Source: an optimization exercise on an open RTL-to-GDS flow (aim: small area). Production flows keep margins and buffers that such runs may drop.
Function was checked by simulation only, so behaviour that the tests miss may differ from the original.

Design xge, start of the top module:
module xge (
    input  wire         clk,
    input  wire         rst,             
    input  wire         cmd_valid,
    output wire         cmd_ready,
    input  wire [95:0]  cmd,
    input  wire         tp_connected,    
    input  wire         rx_avail,        
    output wire         resp_valid,
    output reg  [31:0]  resp,
    output wire         tx_valid,
    input  wire         tx_ready,
    output wire [159:0] tx_data,         
    input  wire [31:0]  tx_status,       
    output wire         rx_req,
    input  wire         rx_ack,
    input  wire [3:0]   rx_len,          
    input  wire [63:0]  rx_data,         
    output reg          fb_valid,
    output wire [7:0]   fb_tag
);
    localparam [7:0] OP_SETBTN    = 8'h01, OP_SETDPAD  = 8'h02, OP_SETDPAD4 = 8'h03,
                     OP_SETTRIG   = 8'h04, OP_SETJOY   = 8'h05, OP_SETJOYD  = 8'h06,
                     OP_SETJOYX   = 8'h07, OP_SETJOYY  = 8'h08, OP_SETJOYDIG= 8'h09,
                     OP_RELALL    = 8'h0A, OP_RESET    = 8'h0B, OP_SETRANGE = 8'h0C,
                     OP_SETAUTO   = 8'h0D, OP_SETCB    = 8'h0E, OP_SEND     = 8'h0F,
                     OP_RECV      = 8'h10, OP_RDRPT    = 8'h11, OP_RDFB     = 8'h12,
                     OP_RDSTAT    = 8'h13, OP_RDRANGE  = 8'h14;
    localparam [3:0] ST_IDLE = 4'd0,  ST_INIT = 4'd1,  ST_P0  = 4'd2,  ST_CMP  = 4'd3,
                     ST_PRE  = 4'd4,  ST_LG   = 4'd5,  ST_ADJ = 4'd6,  ST_DIV  = 4'd7,
                     ST_ROT  = 4'd8,  ST_WT   = 4'd9,  ST_TX  = 4'd10, ST_RX   = 4'd11,
                     ST_RESP = 4'd12, ST_RXW = 4'd13;
    localparam [3:0] C_NONE = 4'd0, C_BTN  = 4'd1, C_RELALL = 4'd2, C_RESET = 4'd3,
                     C_TRIG = 4'd4, C_STKX = 4'd5, C_STKY   = 4'd6, C_STKXY = 4'd7,
                     C_STKD = 4'd8, C_RDRPT = 4'd9;
    reg  [3:0]   st;
    reg  [4:0]   ph;             
    reg  [1:0]   pc;             
    reg  [4:0]   it;             
    reg  [3:0]   cls;
    reg  [1:0]   rk;             
    reg          inv;            
    reg          ay;             
    reg  [127:0] rmn, rmx;       
    reg  [94:0]  ch;             
    reg  [31:0]  d0;             
    reg  [15:0]  d1;             
    reg          rd;             
  ...
Size in the first run: about 490 flip-flops, ~410 I/O pins, roughly 16,000 um2 of cells after synthesis.
export LEC_CHECK = 0
export CAP_MARGIN = 20
export CORE_MARGIN = 2
export CORE_UTILIZATION = 40
export CTS_CLUSTER_DIAMETER = 100
export CTS_CLUSTER_SIZE = 24
export SLEW_MARGIN = 20
create_clock -name core_clock -period 11.0 [get_ports {clk}]
standard.sh (not shown) runs the stock make flow with config.mk's settings and CLKGATE_MAP_FILE= SYNTH_SCRIPT=/design/flow/synth_recipe.tcl, a recipe that flattens the netlist after the stock synthesis.
==> flow/flow/run.sh <==
#!/bin/bash
# Standard layout with two changes:
#  - synthesis maps all logic, adders included, with an area-oriented ABC script
#    (flow/area.abc) instead of mapping adders to adder cells first;
#    everything else is the standard flow's own synthesis script, so the registers are the same;
#  - the port buffers are plain buf_1 cells;
#  - constant outputs share one tie cell per value.
set -euo pipefail
W=$(pwd)
{
  head -n 1 synth_recipe.tcl
  echo 'set ::env(ADDER_MAP_FILE) ""'
  echo "proc abc {args} {"
  echo "  set i [lsearch -exact \$args -script]"
  echo "  if {\$i >= 0} { lset args [expr {\$i + 1}] {$W/flow/area.abc} }"
  echo "  yosys abc {*}\$args"
  echo "}"
  tail -n +2 synth_recipe.tcl
} > my_synth.tcl
bash standard.sh "SYNTH_SCRIPT=$W/my_synth.tcl" 'BUFFER_PORTS_ARGS=-buffer_cell sky130_fd_sc_hd__buf_1' SKIP_REPAIR_TIE_FANOUT=1 finish > make_finish.log 2>&1
==> flow/flow/area.abc <==
strash
dc2
dch -f
amap
Edit:
--- a/flow/flow/run.sh
+++ b/flow/flow/run.sh
@@ -1,4 +1,4 @@
 #!/bin/bash
-# Standard layout with two changes:
+# Standard layout with three changes:
 #  - synthesis maps all logic, adders included, with an area-oriented ABC script
 #    (flow/area.abc) instead of mapping adders to adder cells first;
==> flow/flow/area.abc (replaced) <==
strash
dc2
dch -f
amap -F 10 -A 20
Outcome: Hold slack degrades by 8.2 ps; core utilization rises by 0.69 points; via count falls by 0.76%; die area falls by 0.37%.

-- separate check: timing with driven ports --
Ports are ideal in the flow. The routed layouts listed here were re-timed in OpenROAD. Step 1 sets driving cells, clkbuf_16 on the clock port and buf_2 on the other inputs (assumed; they add their load-dependent delay and slew). Step 2, shift: input delay + t, output delay - t, t = (earliest + latest rising clock arrival at the registers) / 2. This alone moves slack from input paths to output paths. a / b / c = no drivers / after step 1 / after step 2; a / b = the first two.
run	t (ns)	setup WS [ns]	hold WS [ns]	worst setup path at the end	latest minus earliest clock arrival (ns)
the first run	0.609	4.489 / 4.516 / 3.907	0.322 / 0.322 / 0.322	input to register	0.034 / 0.034
the second run	0.612	4.537 / 4.483 / 4.286	0.314 / 0.314 / 0.314	input to register	0.041 / 0.040
After both steps setup and hold are still met in every run listed. The setup slack of the first run, which loses most, moves by +0.027 ns with the drivers and by -0.582 ns with both steps.
